Source: an optimization exercise on an open RTL-to-GDS flow (aim: small area and a short achievable clock period). Production flows keep margins and buffers that such runs may drop.
RTL that was checked went through simulation tests only; none was proved equivalent to the original.
Power is estimated from default activity; no workload was simulated.

==> run a: inputs <==
==> flow/design.v <==
module parser_step (
    input  wire [7:0]  b,
    input  wire [14:0] s,          
    input  wire        lenok,      
    input  wire        bud,        
    output wire [14:0] ns,         
    output wire        ev_begin,
    output wire        ev_fail,
    output wire        incl,       
    output wire        frz,        
    output wire        dv          
);
    wire is_start = b == 8'h02;
    wire is_end   = b == 8'h03;
    wire is_esc   = b == 8'h1B;
    wire is_digit = b[7:4] == 4'h3 && (!b[3] || b[2:1] == 2'b00);
    wire is_colon = b == 8'h3A;
    wire pay_end  = s[9] && is_end;
    wire pay_more = (s[9] && !is_end) || s[10];      
    assign ev_begin = s[0] && is_start;
    assign ev_fail  = ((s[1] || s[2] || s[3]) && !is_digit) ||
                      ((s[4] || s[8]) && !is_colon) ||
                      (pay_end && !lenok) ||
                      (pay_more && bud);
    assign dv       = ((s[9] && !is_end && !is_esc) || s[10]) && !bud;
    assign incl     = |s[10:1] && !pay_end;
    assign frz      = |s[14:11] || pay_end;
    assign ns[0]  = (s[0] && !is_start) || s[14] || ev_fail;
    assign ns[1]  = ev_begin;
    assign ns[2]  = s[1] && is_digit;
    assign ns[3]  = s[2] && is_digit;
    assign ns[4]  = s[3] && is_digit;
    assign ns[5]  = s[4] && is_colon;
    assign ns[6]  = s[5];
    assign ns[7]  = s[6];
    assign ns[8]  = s[7];
    assign ns[9]  = (s[8] && is_colon) || (((s[9] && !is_end && !is_esc) || s[10]) && !bud);
    assign ns[10] = s[9] && is_esc && !bud;
    assign ns[11] = pay_end && lenok;
    assign ns[12] = s[11];
    assign ns[13] = s[12];
    assign ns[14] = s[13];
endmodule
module frame_parser_x4 (
    input  wire        clk,
    input  wire        rst,               
    input  wire        cmd_valid,
    input  wire [7:0]  cmd_op,            
    input  wire [31:0] cmd_now,           
    input  wire [1:0]  cmd_count,         
    input  wire [31:0] cmd_bytes,         
    output reg         rsp_valid,
    output wire [7:0]  rsp_status,        
    output reg  [3:0]  rsp_begin,         
    output reg  [3:0]  rsp_data_valid,    
    output reg  [31:0] rsp_data,          
    output reg  [1:0]  rsp_frame_lane,    
    output wire [23:0] rsp_type,          
    output wire [15:0] rsp_plen,          
    output wire [15:0] rsp_crc,           
    output reg  [31:0] rsp_time,          
    output wire [31:0] rsp_attempted,     
    output wire [31:0] rsp_valid_frames,  
    output wire [31:0] rsp_cs_errors,     
    output wire [31:0] rsp_malformed,     
    output wire [31:0] rsp_timeouts       
);
    localparam [31:0] TIMEOUT_MS = 32'd5000;
    localparam [14:0] IDLE = 15'd1;
    reg        c_valid;
    reg [3:0]  c_en;                  
    reg        c_tick, c_reset, c_ill;
    reg [31:0] c_now;
    reg [31:0] c_bytes;
    wire op_feed  = cmd_op == 8'h06;
    wire op_tick  = cmd_op == 8'h07;
    wire op_stats = cmd_op == 8'h08;
    wire op_reset = cmd_op == 8'h09;
    always @(posedge clk) begin
        c_valid  <= cmd_valid && !rst;
        c_en[0]  <= cmd_valid && op_feed;
        c_en[1]  <= cmd_valid && op_feed && cmd_count != 2'd0;
        c_en[2]  <= cmd_valid && op_feed && cmd_count[1];
        c_en[3]  <= cmd_valid && op_feed && cmd_count == 2'd3;
        c_tick   <= cmd_valid && op_tick;
        c_reset  <= cmd_valid && op_reset;
        c_ill    <= !(op_feed || op_tick || op_stats || op_reset);
        c_now    <= cmd_now;
        c_bytes  <= cmd_bytes;
    end
    reg [14:0] state;                     
    reg [3:0]  dig0, dig1, dig2;
    reg [23:0] typ;
    reg [9:0]  raw_len;                   
    reg [10:0] room;                      
    reg [9:0]  pay_len;
    reg [31:0] start;
    reg [15:0] crc;
    reg [3:0]  nib0, nib1, nib2, nib3;    
    reg        hok0, hok1, hok2;          
    reg [31:0] attempted, valid_frames, cs_errors, malformed, timeouts;
    reg [1:0]  inc_att, inc_mal;          
    reg        inc_vf, inc_cse, inc_to;
    reg        st_ill, st_frame;
    wire [31:0] elapsed   = c_now - start;
    wire        timed_out = (c_en[0] || c_tick) && !state[0] && elapsed > TIMEOUT_MS;
    wire        start_p = state[9] || state[10];
    wire        dec4 = dig0 == 4'd0 && dig1 == 4'd0 && dig2 == 4'd4;
    wire        dec5 = dig0 == 4'd0 && dig1 == 4'd0 && dig2 == 4'd5;
    wire        dec6 = dig0 == 4'd0 && dig1 == 4'd0 && dig2 == 4'd6;
    wire [9:0]  declared = dig0 * 7'd100 + dig1 * 4'd10 + dig2;
    wire [14:0] sa [0:4];
    wire [14:0] sb [0:4];
    wire [3:0]  a_begin, a_fail, a_incl, a_frz, a_dv;
    wire [3:0]  b_begin, b_fail, b_incl, b_frz, b_dv;
    wire [3:0]  lenok, bud;
    assign sa[0] = state;
    assign sb[0] = IDLE;
    assign bud[0]   = start_p && raw_len >= 10'd995;
    assign bud[1]   = start_p && raw_len >= 10'd994;
    assign bud[2]   = start_p && raw_len >= 10'd993;
    assign bud[3]   = start_p && raw_len >= 10'd992;
    assign lenok[0] = room == 11'd0;
    assign lenok[1] = start_p ? room == 11'd1 : dec4;
    assign lenok[2] = start_p ? room == 11'd2 : sa[1][8] ? dec4 : dec5;
    assign lenok[3] = start_p ? room == 11'd3 : sa[2][8] ? dec4 : sa[1][8] ? dec5 : dec6;
    genvar i;
    generate
        for (i = 0; i < 4; i = i + 1) begin : lane
            parser_step u_a (
                .b(c_bytes[8*i +: 8]), .s(sa[i]), .lenok(lenok[i]), .bud(bud[i]),
                .ns(sa[i+1]), .ev_begin(a_begin[i]), .ev_fail(a_fail[i]),
                .incl(a_incl[i]), .frz(a_frz[i]), .dv(a_dv[i]));
            parser_step u_b (
                .b(c_bytes[8*i +: 8]), .s(sb[i]), .lenok(1'b0), .bud(1'b0),
                .ns(sb[i+1]), .ev_begin(b_begin[i]), .ev_fail(b_fail[i]),
                .incl(b_incl[i]), .frz(b_frz[i]), .dv(b_dv[i]));
        end
    endgenerate
    reg [14:0] ls [0:4];
    reg [14:0] fin;
    reg [3:0]  ev_begin, ev_fail, frz, dv, pay, t3, c3;
    integer j, j2, j3, j4;
    always @(*) begin
        for (j = 0; j < 5; j = j + 1)
            ls[j] = timed_out ? sb[j] : sa[j];
        ev_begin = c_en & (timed_out ? b_begin : a_begin);
        ev_fail  = c_en & (timed_out ? b_fail  : a_fail);
        frz      = timed_out ? b_frz : a_frz;
        dv       = c_en & (timed_out ? b_dv : a_dv);
        for (j = 0; j < 4; j = j + 1) begin
            pay[j] = c_en[j] && (ls[j][9] || ls[j][10]);
            t3[j]  = c_en[j] && ls[j][8];
            c3[j]  = c_en[j] && ls[j][14];
        end
        fin = c_en[3] ? ls[4] : c_en[2] ? ls[3] : c_en[1] ? ls[2] : c_en[0] ? ls[1] : ls[0];
    end
    function [15:0] crc_byte(input [15:0] r_in, input [7:0] d);
        reg [15:0] r;
        integer k;
        begin
            r = r_in ^ {d, 8'h00};
            for (k = 0; k < 8; k = k + 1)
                r = r[15] ? ((r << 1) ^ 16'h1021) : (r << 1);
            crc_byte = r;
        end
    endfunction
    function [3:0] hex_val(input [7:0] x);
        hex_val = x[3:0] + (x[6] ? 4'd9 : 4'd0);
    endfunction
    function hex_ok(input [7:0] x);
        hex_ok = (x[7:4] == 4'h3 && (!x[3] || x[2:1] == 2'b00)) ||
                 (x[7:3] == 5'b01000 && x[2:0] != 3'd0 && x[2:0] != 3'd7);
    endfunction
    reg [15:0] y [0:4];
    reg [15:0] n_crc;
    reg        open;
    always @(*) begin
        y[0] = crc;
        for (j2 = 0; j2 < 4; j2 = j2 + 1)
            y[j2+1] = ev_begin[j2] ? 16'hFFFF : crc_byte(y[j2], c_bytes[8*j2 +: 8]);
        n_crc = c_en[3] ? y[4] : c_en[2] ? y[3] : c_en[1] ? y[2] : c_en[0] ? y[1] : y[0];
        open  = 1'b1;
        for (j2 = 3; j2 >= 0; j2 = j2 - 1) begin
            if (c_en[j2] && frz[j2] && open) n_crc = y[j2];
            if (c_en[j2] && ev_begin[j2]) open = 1'b0;
        end
    end
    reg [3:0]  n0, n1, n2;
    reg        h0, h1, h2;
    reg [3:0]  frame;
    reg [23:0] n_typ;
    reg [3:0]  n_dig0, n_dig1, n_dig2, n_nib3;
    reg [1:0]  lane_c3;
    reg [7:0]  bj;
    always @(*) begin
        n0 = nib0; n1 = nib1; n2 = nib2;
        h0 = hok0; h1 = hok1; h2 = hok2;
        n_nib3 = nib3;
        n_typ = typ;
        n_dig0 = dig0; n_dig1 = dig1; n_dig2 = dig2;
        frame = 4'd0;
        lane_c3 = 2'd0;
        for (j3 = 0; j3 < 4; j3 = j3 + 1) begin
            bj = c_bytes[8*j3 +: 8];
            if (c_en[j3]) begin
                if (ls[j3][1]) n_dig0 = bj[3:0];
                if (ls[j3][2]) n_dig1 = bj[3:0];
                if (ls[j3][3]) n_dig2 = bj[3:0];
                if (ls[j3][5]) n_typ[23:16] = bj;
                if (ls[j3][6]) n_typ[15:8]  = bj;
                if (ls[j3][7]) n_typ[7:0]   = bj;
                if (ls[j3][11]) begin n0 = hex_val(bj); h0 = hex_ok(bj); end
                if (ls[j3][12]) begin n1 = hex_val(bj); h1 = hex_ok(bj); end
                if (ls[j3][13]) begin n2 = hex_val(bj); h2 = hex_ok(bj); end
                if (ls[j3][14]) begin
                    n_nib3   = hex_val(bj);
                    lane_c3  = j3[1:0];
                    frame[j3] = h0 && h1 && h2 && hex_ok(bj) && {n0, n1, n2, hex_val(bj)} == crc;
                end
            end
        end
    end
    function [1:0] pop2of4(input [3:0] v);    
        pop2of4 = {(v[0] && (v[1] || v[2] || v[3])) || (v[1] && (v[2] || v[3])) || (v[2] && v[3]),
                   v[0] ^ v[1] ^ v[2] ^ v[3]};
    endfunction
    function [2:0] pop4(input [3:0] v);
        pop4 = {2'b00, v[0]} + {2'b00, v[1]} + {2'b00, v[2]} + {2'b00, v[3]};
    endfunction
    function [31:0] count_up(input [31:0] q, input [1:0] d);
        reg [32:0] c;
        integer k;
        begin
            count_up[0] = q[0] ^ d[0];
            c[1] = q[0] && d[0];
            count_up[1] = q[1] ^ d[1] ^ c[1];
            c[2] = (q[1] && d[1]) || ((q[1] ^ d[1]) && c[1]);
            for (k = 2; k < 32; k = k + 1) begin
                count_up[k] = q[k] ^ c[k];
                c[k+1] = q[k] && c[k];
            end
        end
    endfunction
    wire       any_frame = |frame;
    wire       any_c3    = |c3;
    wire [2:0] n_pay     = pop4(pay);
    wire [2:0] n_dv      = pop4(dv);
    always @(posedge clk) begin
        rsp_valid      <= c_valid && !rst;
        rsp_begin      <= ev_begin;
        rsp_data_valid <= dv;
        rsp_frame_lane <= lane_c3;
        rsp_time       <= c_now;
        for (j4 = 0; j4 < 4; j4 = j4 + 1)
            rsp_data[8*j4 +: 8] <= c_bytes[8*j4 +: 8] ^ {2'b00, ls[j4][10], 5'b00000};
        st_ill   <= c_ill;
        st_frame <= any_frame;
        dig0 <= n_dig0; dig1 <= n_dig1; dig2 <= n_dig2;
        typ  <= n_typ;
        nib0 <= n0; nib1 <= n1; nib2 <= n2; nib3 <= n_nib3;
        hok0 <= h0; hok1 <= h1; hok2 <= h2;
        crc  <= n_crc;
        raw_len <= (start_p ? raw_len : 10'd0) + {7'd0, n_pay};
        room    <= (start_p ? room : {1'b0, declared} - 11'd4) - {8'd0, n_pay};
        if (|pay || |t3) pay_len <= (start_p ? pay_len : 10'd0) + {7'd0, n_dv};
        if (|ev_begin) start <= c_now;
        if (rst || c_reset) begin
            state        <= IDLE;
            attempted    <= 32'd0;
            valid_frames <= 32'd0;
            cs_errors    <= 32'd0;
            malformed    <= 32'd0;
            timeouts     <= 32'd0;
            inc_att      <= 2'd0;
            inc_mal      <= 2'd0;
            inc_vf       <= 1'b0;
            inc_cse      <= 1'b0;
            inc_to       <= 1'b0;
        end else begin
            state        <= fin;
            attempted    <= count_up(attempted, inc_att);
            malformed    <= count_up(malformed, inc_mal);
            valid_frames <= count_up(valid_frames, {1'b0, inc_vf});
            cs_errors    <= count_up(cs_errors, {1'b0, inc_cse});
            timeouts     <= count_up(timeouts, {1'b0, inc_to});
            inc_att      <= pop2of4(ev_begin);
            inc_mal      <= pop2of4(ev_fail);
            inc_vf       <= any_frame;
            inc_cse      <= any_c3 && !any_frame;
            inc_to       <= timed_out;
        end
    end
    assign rsp_status       = {{7{st_ill}}, st_ill || st_frame};
    assign rsp_type         = typ;
    assign rsp_plen         = {6'd0, pay_len};
    assign rsp_crc          = {nib0, nib1, nib2, nib3};
    assign rsp_attempted    = attempted;
    assign rsp_valid_frames = valid_frames;
    assign rsp_cs_errors    = cs_errors;
    assign rsp_malformed    = malformed;
    assign rsp_timeouts     = timeouts;
endmodule
==> flow/run.sh <==
#!/bin/bash
# synth_recipe.tcl (not shown) runs the flow's synth.tcl, then flattens the netlist and writes it again
# the make line also repeats each setting of config.mk as NAME=value (left out here)
make -C /OpenROAD-flow-scripts/flow DESIGN_CONFIG=/design/flow/config.mk WORK_HOME=/design/flow/orfs CLKGATE_MAP_FILE= SYNTH_SCRIPT=/design/flow/synth_recipe.tcl finish
==> flow/config.mk <==
export PLATFORM = sky130hd
export DESIGN_NAME = frame_parser_x4
export DESIGN_NICKNAME = frame_parser_x4
export VERILOG_FILES = /design/flow/design.v
export SDC_FILE = /design/flow/constraint.sdc
export NUM_CORES = 4
export LEC_CHECK = 0
export CAP_MARGIN = 20
export CORE_MARGIN = 2
export CORE_UTILIZATION = 40
export PLACE_DENSITY = 0.6
export SLEW_MARGIN = 20
==> flow/constraint.sdc <==
create_clock -name core_clock -period 20.0 [get_ports {clk}]
set_input_delay 4.0000 -clock core_clock [delete_from_list [all_inputs] [get_ports {clk}]]
set_output_delay 4.0000 -clock core_clock [all_outputs]
set_load 0.01 [all_outputs]
==> run b: changes against run a <==
==> flow/design.v, changed modules only <==
module crc_step (
    input  wire [15:0] c,
    input  wire [7:0]  d,
    input  wire        restart,
    output wire [15:0] n
);
    wire [7:0] x  = c[15:8] ^ d;
    wire [7:0] x2 = x ^ {4'h0, x[7:4]};
    assign n = ({c[7:0], 8'h00} ^ {x2[3:0], 12'h000} ^ {3'b000, x2, 5'b00000} ^ {8'h00, x2})
             | {16{restart}};
endmodule
module count_up (
    input  wire [31:0] q,
    input  wire [1:0]  d,
    output wire [31:0] s
);
    wire [2:0] lo = q[1:0] + d;
    wire [32:0] c;
    wire [4:0]  g;                        
    assign c[2] = lo[2];
    genvar k;
    generate
        for (k = 0; k < 5; k = k + 1) begin : grp
            assign g[k] = &q[2+6*k +: 6];
        end
        for (k = 2; k < 32; k = k + 1) begin : bitk
            if (k > 2) begin : carry
                if ((k - 2) % 6 == 0)
                    assign c[k] = c[k-6] & g[(k-8)/6];
                else
                    assign c[k] = c[k-1] & q[k-1];
            end
            assign s[k] = q[k] ^ c[k];
        end
    endgenerate
    assign s[1:0] = lo[1:0];
endmodule
module timeout_chk (
    input  wire [31:0] now,
    input  wire [31:0] start,
    output wire        over
);
    wire [13:0] dl = {1'b0, now[12:0]} - {1'b0, start[12:0]};
    wire [18:0] x  = now[31:13] ^ start[31:13];
    wire [18:0] m;                        
    assign m[0] = 1'b1;
    genvar k;
    generate
        for (k = 1; k < 19; k = k + 1) begin : pre
            assign m[k] = m[k-1] & start[13+k-1];
        end
    endgenerate
    wire hi_same = dl[13] ? x == m : x == 19'd0;
    assign over = !(hi_same && dl[12:0] <= 13'd5000);
endmodule
module frame_parser_x4 (
    input  wire        clk,
    input  wire        rst,               
    input  wire        cmd_valid,
    input  wire [7:0]  cmd_op,            
    input  wire [31:0] cmd_now,           
    input  wire [1:0]  cmd_count,         
    input  wire [31:0] cmd_bytes,         
    output reg         rsp_valid,
    output wire [7:0]  rsp_status,        
    output reg  [3:0]  rsp_begin,         
    output reg  [3:0]  rsp_data_valid,    
    output reg  [31:0] rsp_data,          
    output reg  [1:0]  rsp_frame_lane,    
    output wire [23:0] rsp_type,          
    output wire [15:0] rsp_plen,          
    output wire [15:0] rsp_crc,           
    output reg  [31:0] rsp_time,          
    output wire [31:0] rsp_attempted,     
    output wire [31:0] rsp_valid_frames,  
    output wire [31:0] rsp_cs_errors,     
    output wire [31:0] rsp_malformed,     
    output wire [31:0] rsp_timeouts       
);
    localparam [14:0] IDLE = 15'd1;
    reg        c_valid;
    reg [3:0]  c_en;                  
    reg        c_tick, c_reset, c_ill;
    reg [31:0] c_now;
    reg [31:0] c_bytes;
    wire op_feed  = cmd_op == 8'h06;
    wire op_tick  = cmd_op == 8'h07;
    wire op_stats = cmd_op == 8'h08;
    wire op_reset = cmd_op == 8'h09;
    always @(posedge clk) begin
        c_valid  <= cmd_valid && !rst;
        c_en[0]  <= cmd_valid && op_feed;
        c_en[1]  <= cmd_valid && op_feed && cmd_count != 2'd0;
        c_en[2]  <= cmd_valid && op_feed && cmd_count[1];
        c_en[3]  <= cmd_valid && op_feed && cmd_count == 2'd3;
        c_tick   <= cmd_valid && op_tick;
        c_reset  <= cmd_valid && op_reset;
        c_ill    <= !(op_feed || op_tick || op_stats || op_reset);
        c_now    <= cmd_now;
        c_bytes  <= cmd_bytes;
    end
    reg [14:0] state;                     
    reg [3:0]  dig0, dig1, dig2;
    reg [23:0] typ;
    reg [9:0]  raw_len;                   
    reg [10:0] room;                      
    reg [9:0]  pay_len;
    reg [31:0] start;
    reg [15:0] crc;
    reg [3:0]  nib0, nib1, nib2, nib3;    
    reg        hok0, hok1, hok2;          
    reg [31:0] attempted, valid_frames, cs_errors, malformed, timeouts;
    reg [1:0]  inc_att, inc_mal;          
    reg        inc_vf, inc_cse, inc_to;
    reg        st_ill, st_frame;
    wire        late;
    timeout_chk u_late (.now(c_now), .start(start), .over(late));
    wire        timed_out = (c_en[0] || c_tick) && !state[0] && late;
    wire        start_p = state[9] || state[10];
    wire        dec4 = dig0 == 4'd0 && dig1 == 4'd0 && dig2 == 4'd4;
    wire        dec5 = dig0 == 4'd0 && dig1 == 4'd0 && dig2 == 4'd5;
    wire        dec6 = dig0 == 4'd0 && dig1 == 4'd0 && dig2 == 4'd6;
    wire [9:0]  declared = dig0 * 7'd100 + dig1 * 4'd10 + dig2;
    wire [14:0] sa [0:4];
    wire [14:0] sb [0:4];
    wire [3:0]  a_begin, a_fail, a_incl, a_frz, a_dv;
    wire [3:0]  b_begin, b_fail, b_incl, b_frz, b_dv;
    wire [3:0]  lenok, bud;
    assign sa[0] = state;
    assign sb[0] = IDLE;
    assign bud[0]   = start_p && raw_len >= 10'd995;
    assign bud[1]   = start_p && raw_len >= 10'd994;
    assign bud[2]   = start_p && raw_len >= 10'd993;
    assign bud[3]   = start_p && raw_len >= 10'd992;
    assign lenok[0] = room == 11'd0;
    assign lenok[1] = start_p ? room == 11'd1 : dec4;
    assign lenok[2] = start_p ? room == 11'd2 : sa[1][8] ? dec4 : dec5;
    assign lenok[3] = start_p ? room == 11'd3 : sa[2][8] ? dec4 : sa[1][8] ? dec5 : dec6;
    genvar i;
    generate
        for (i = 0; i < 4; i = i + 1) begin : lane
            parser_step u_a (
                .b(c_bytes[8*i +: 8]), .s(sa[i]), .lenok(lenok[i]), .bud(bud[i]),
                .ns(sa[i+1]), .ev_begin(a_begin[i]), .ev_fail(a_fail[i]),
                .incl(a_incl[i]), .frz(a_frz[i]), .dv(a_dv[i]));
            parser_step u_b (
                .b(c_bytes[8*i +: 8]), .s(sb[i]), .lenok(1'b0), .bud(1'b0),
                .ns(sb[i+1]), .ev_begin(b_begin[i]), .ev_fail(b_fail[i]),
                .incl(b_incl[i]), .frz(b_frz[i]), .dv(b_dv[i]));
        end
    endgenerate
    reg [14:0] ls [0:4];
    reg [14:0] fin;
    reg [3:0]  ev_begin, ev_fail, frz, dv, pay, t3, c3;
    integer j, j2, j3, j4;
    always @(*) begin
        for (j = 0; j < 5; j = j + 1)
            ls[j] = timed_out ? sb[j] : sa[j];
        ev_begin = c_en & (timed_out ? b_begin : a_begin);
        ev_fail  = c_en & (timed_out ? b_fail  : a_fail);
        frz      = timed_out ? b_frz : a_frz;
        dv       = c_en & (timed_out ? b_dv : a_dv);
        for (j = 0; j < 4; j = j + 1) begin
            pay[j] = c_en[j] && (ls[j][9] || ls[j][10]);
            t3[j]  = c_en[j] && ls[j][8];
            c3[j]  = c_en[j] && ls[j][14];
        end
        fin = c_en[3] ? ls[4] : c_en[2] ? ls[3] : c_en[1] ? ls[2] : c_en[0] ? ls[1] : ls[0];
    end
    function [3:0] hex_val(input [7:0] x);
        hex_val = x[3:0] + (x[6] ? 4'd9 : 4'd0);
    endfunction
    function hex_ok(input [7:0] x);
        hex_ok = (x[7:4] == 4'h3 && (!x[3] || x[2:1] == 2'b00)) ||
                 (x[7:3] == 5'b01000 && x[2:0] != 3'd0 && x[2:0] != 3'd7);
    endfunction
    wire [15:0] y [0:4];
    reg  [15:0] n_crc;
    reg         open;
    assign y[0] = crc;
    generate
        for (i = 0; i < 4; i = i + 1) begin : crcl
            crc_step u_crc (.c(y[i]), .d(c_bytes[8*i +: 8]), .restart(ev_begin[i]), .n(y[i+1]));
        end
    endgenerate
    always @(*) begin
        n_crc = c_en[3] ? y[4] : c_en[2] ? y[3] : c_en[1] ? y[2] : c_en[0] ? y[1] : y[0];
        open  = 1'b1;
        for (j2 = 3; j2 >= 0; j2 = j2 - 1) begin
            if (c_en[j2] && frz[j2] && open) n_crc = y[j2];
            if (c_en[j2] && ev_begin[j2]) open = 1'b0;
        end
    end
    reg [3:0]  hv [0:3];
    reg [3:0]  hk;
    reg [3:0]  eq [0:3];                  
    wire [3:0] eqr;                       
    reg [3:0]  frame;
    reg [1:0]  lane_c3;
    reg [23:0] n_typ;
    reg [3:0]  n_dig0, n_dig1, n_dig2, n0, n1, n2, n3;
    reg        h0, h1, h2;
    reg [7:0]  bj;
    assign eqr[0] = hok0 && nib0 == crc[15:12];
    assign eqr[1] = hok1 && nib1 == crc[11:8];
    assign eqr[2] = hok2 && nib2 == crc[7:4];
    assign eqr[3] = 1'b0;
    always @(*) begin
        for (j3 = 0; j3 < 4; j3 = j3 + 1) begin
            bj = c_bytes[8*j3 +: 8];
            hv[j3] = hex_val(bj);
            hk[j3] = hex_ok(bj);
            eq[j3] = {hk[j3] && hv[j3] == crc[3:0],  hk[j3] && hv[j3] == crc[7:4],
                      hk[j3] && hv[j3] == crc[11:8], hk[j3] && hv[j3] == crc[15:12]};
        end
        frame[0] = c3[0] && eqr[0] && eqr[1] && eqr[2] && eq[0][3];
        frame[1] = c3[1] && eqr[0] && eqr[1] && eq[0][2] && eq[1][3];
        frame[2] = c3[2] && eqr[0] && eq[0][1] && eq[1][2] && eq[2][3];
        frame[3] = c3[3] && eq[0][0] && eq[1][1] && eq[2][2] && eq[3][3];
        lane_c3 = c3[1] ? 2'd1 : c3[2] ? 2'd2 : c3[3] ? 2'd3 : 2'd0;
        n_typ = typ;
        n_dig0 = dig0; n_dig1 = dig1; n_dig2 = dig2;
        n0 = nib0; n1 = nib1; n2 = nib2; n3 = nib3;
        h0 = hok0; h1 = hok1; h2 = hok2;
        for (j3 = 0; j3 < 4; j3 = j3 + 1) begin
            bj = c_bytes[8*j3 +: 8];
            if (c_en[j3]) begin
                if (ls[j3][1]) n_dig0 = bj[3:0];
                if (ls[j3][2]) n_dig1 = bj[3:0];
                if (ls[j3][3]) n_dig2 = bj[3:0];
                if (ls[j3][5]) n_typ[23:16] = bj;
                if (ls[j3][6]) n_typ[15:8]  = bj;
                if (ls[j3][7]) n_typ[7:0]   = bj;
                if (ls[j3][11]) begin n0 = hv[j3]; h0 = hk[j3]; end
                if (ls[j3][12]) begin n1 = hv[j3]; h1 = hk[j3]; end
                if (ls[j3][13]) begin n2 = hv[j3]; h2 = hk[j3]; end
                if (ls[j3][14]) n3 = hv[j3];
            end
        end
    end
    function [1:0] pop2of4(input [3:0] v);    
        pop2of4 = {(v[0] && (v[1] || v[2] || v[3])) || (v[1] && (v[2] || v[3])) || (v[2] && v[3]),
                   v[0] ^ v[1] ^ v[2] ^ v[3]};
    endfunction
    function [2:0] pop4(input [3:0] v);
        pop4 = {2'b00, v[0]} + {2'b00, v[1]} + {2'b00, v[2]} + {2'b00, v[3]};
    endfunction
    wire [31:0] att_n, mal_n, vf_n, cse_n, to_n;
    count_up u_att (.q(attempted),    .d(inc_att),         .s(att_n));
    count_up u_mal (.q(malformed),    .d(inc_mal),         .s(mal_n));
    count_up u_vf  (.q(valid_frames), .d({1'b0, inc_vf}),  .s(vf_n));
    count_up u_cse (.q(cs_errors),    .d({1'b0, inc_cse}), .s(cse_n));
    count_up u_to  (.q(timeouts),     .d({1'b0, inc_to}),  .s(to_n));
    wire       any_frame = |frame;
    wire       any_c3    = |c3;
    wire [2:0] n_pay     = pop4(pay);
    wire [2:0] n_dv      = pop4(dv);
    always @(posedge clk) begin
        rsp_valid      <= c_valid && !rst;
        rsp_begin      <= ev_begin;
        rsp_data_valid <= dv;
        rsp_frame_lane <= lane_c3;
        rsp_time       <= c_now;
        for (j4 = 0; j4 < 4; j4 = j4 + 1)
            rsp_data[8*j4 +: 8] <= c_bytes[8*j4 +: 8] ^ {2'b00, ls[j4][10], 5'b00000};
        st_ill   <= c_ill;
        st_frame <= any_frame;
        dig0 <= n_dig0; dig1 <= n_dig1; dig2 <= n_dig2;
        typ  <= n_typ;
        nib0 <= n0; nib1 <= n1; nib2 <= n2; nib3 <= n3;
        hok0 <= h0; hok1 <= h1; hok2 <= h2;
        crc  <= n_crc;
        raw_len <= (start_p ? raw_len : 10'd0) + {7'd0, n_pay};
        room    <= (start_p ? room : {1'b0, declared} - 11'd4) - {8'd0, n_pay};
        if (|pay || |t3) pay_len <= (start_p ? pay_len : 10'd0) + {7'd0, n_dv};
        if (|ev_begin) start <= c_now;
        if (rst || c_reset) begin
            state        <= IDLE;
            attempted    <= 32'd0;
            valid_frames <= 32'd0;
            cs_errors    <= 32'd0;
            malformed    <= 32'd0;
            timeouts     <= 32'd0;
            inc_att      <= 2'd0;
            inc_mal      <= 2'd0;
            inc_vf       <= 1'b0;
            inc_cse      <= 1'b0;
            inc_to       <= 1'b0;
        end else begin
            state        <= fin;
            attempted    <= att_n;
            malformed    <= mal_n;
            valid_frames <= vf_n;
            cs_errors    <= cse_n;
            timeouts     <= to_n;
            inc_att      <= pop2of4(ev_begin);
            inc_mal      <= pop2of4(ev_fail);
            inc_vf       <= any_frame;
            inc_cse      <= any_c3 && !any_frame;
            inc_to       <= timed_out;
        end
    end
    assign rsp_status       = {{7{st_ill}}, st_ill || st_frame};
    assign rsp_type         = typ;
    assign rsp_plen         = {6'd0, pay_len};
    assign rsp_crc          = {nib0, nib1, nib2, nib3};
    assign rsp_attempted    = attempted;
    assign rsp_valid_frames = valid_frames;
    assign rsp_cs_errors    = cs_errors;
    assign rsp_malformed    = malformed;
    assign rsp_timeouts     = timeouts;
endmodule
==> run summary <==
----------------------------------------------------
[Outcome]
  Result of the run ... complete, no violations

[Floorplanning]
  Area of the die ... 64,800 µm²
  Area of the core ... 61,900 µm²

[Clock tree]
  Clock latency of the later-clocked register in the worst-skew pair ... 0.63 ns

[Placed design]
  RePlAce Congestion ... 0.984

[Synthesis]
  Post-synthesis compound-gate area fraction ... 0.137
  Total standard cell area after synthesis ... 25,100 µm²

[STA]
  Final-layout worst hold slack ... 0.333 ns

[Pwr]
  Combinational share of power ... 0.150
  Sequential logic power ... 977 µW
  Clock network fraction of design power ... 0.438
  Total power per unit cell area ... 75.1 nW/µm²

----------------------------------------------------
The numbers above come from run b.

==> run summary <==
----------------------------------------------------
[Outcome]
  Result of the run ... complete, no violations

[Placed design]
  RePlAce Congestion ... 0.959

[Floorplanning]
  Area of the core ... 67,000 µm²

[Pwr]
  Clock network fraction of design power ... 0.417
  Total power per unit cell area ... 70.4 nW/µm²
  Combinational share of power ... 0.166

[Synthesis]
  Total standard cell area after synthesis ... 27,100 µm²

----------------------------------------------------
The numbers above come from run a.

Only the layout flow was run in run a; the RTL was not checked for function there.

[re-timing with driven ports]
Ports are ideal in the flow. The routed layouts listed here were re-timed in OpenROAD.
Step 1 (the two cells are an assumption about what drives the block):
set clk [get_ports {clk}]
set_driving_cell -lib_cell sky130_fd_sc_hd__clkbuf_16 $clk
set_driving_cell -lib_cell sky130_fd_sc_hd__buf_2 [delete_from_list [all_inputs] $clk]
Step 2 moves the port delays by t, midway between the first and last clock arrival at a register: inputs arrive t later, outputs are due t later. That takes back most of the time a late clock gives input paths.
a / b / c = ideal / step 1 / step 2; a / b = the first two.
run	shift t [ns]	slack for setup (ns)	worst setup path after step 2	worst register clock-pin slew, ns
run a	0.653	12.722 / 12.722 / 12.722	register to register	0.07 / 0.07
run b	0.684	13.264 / 13.264 / 13.264	register to register	0.07 / 0.07
After both steps every run listed still meets setup and hold.
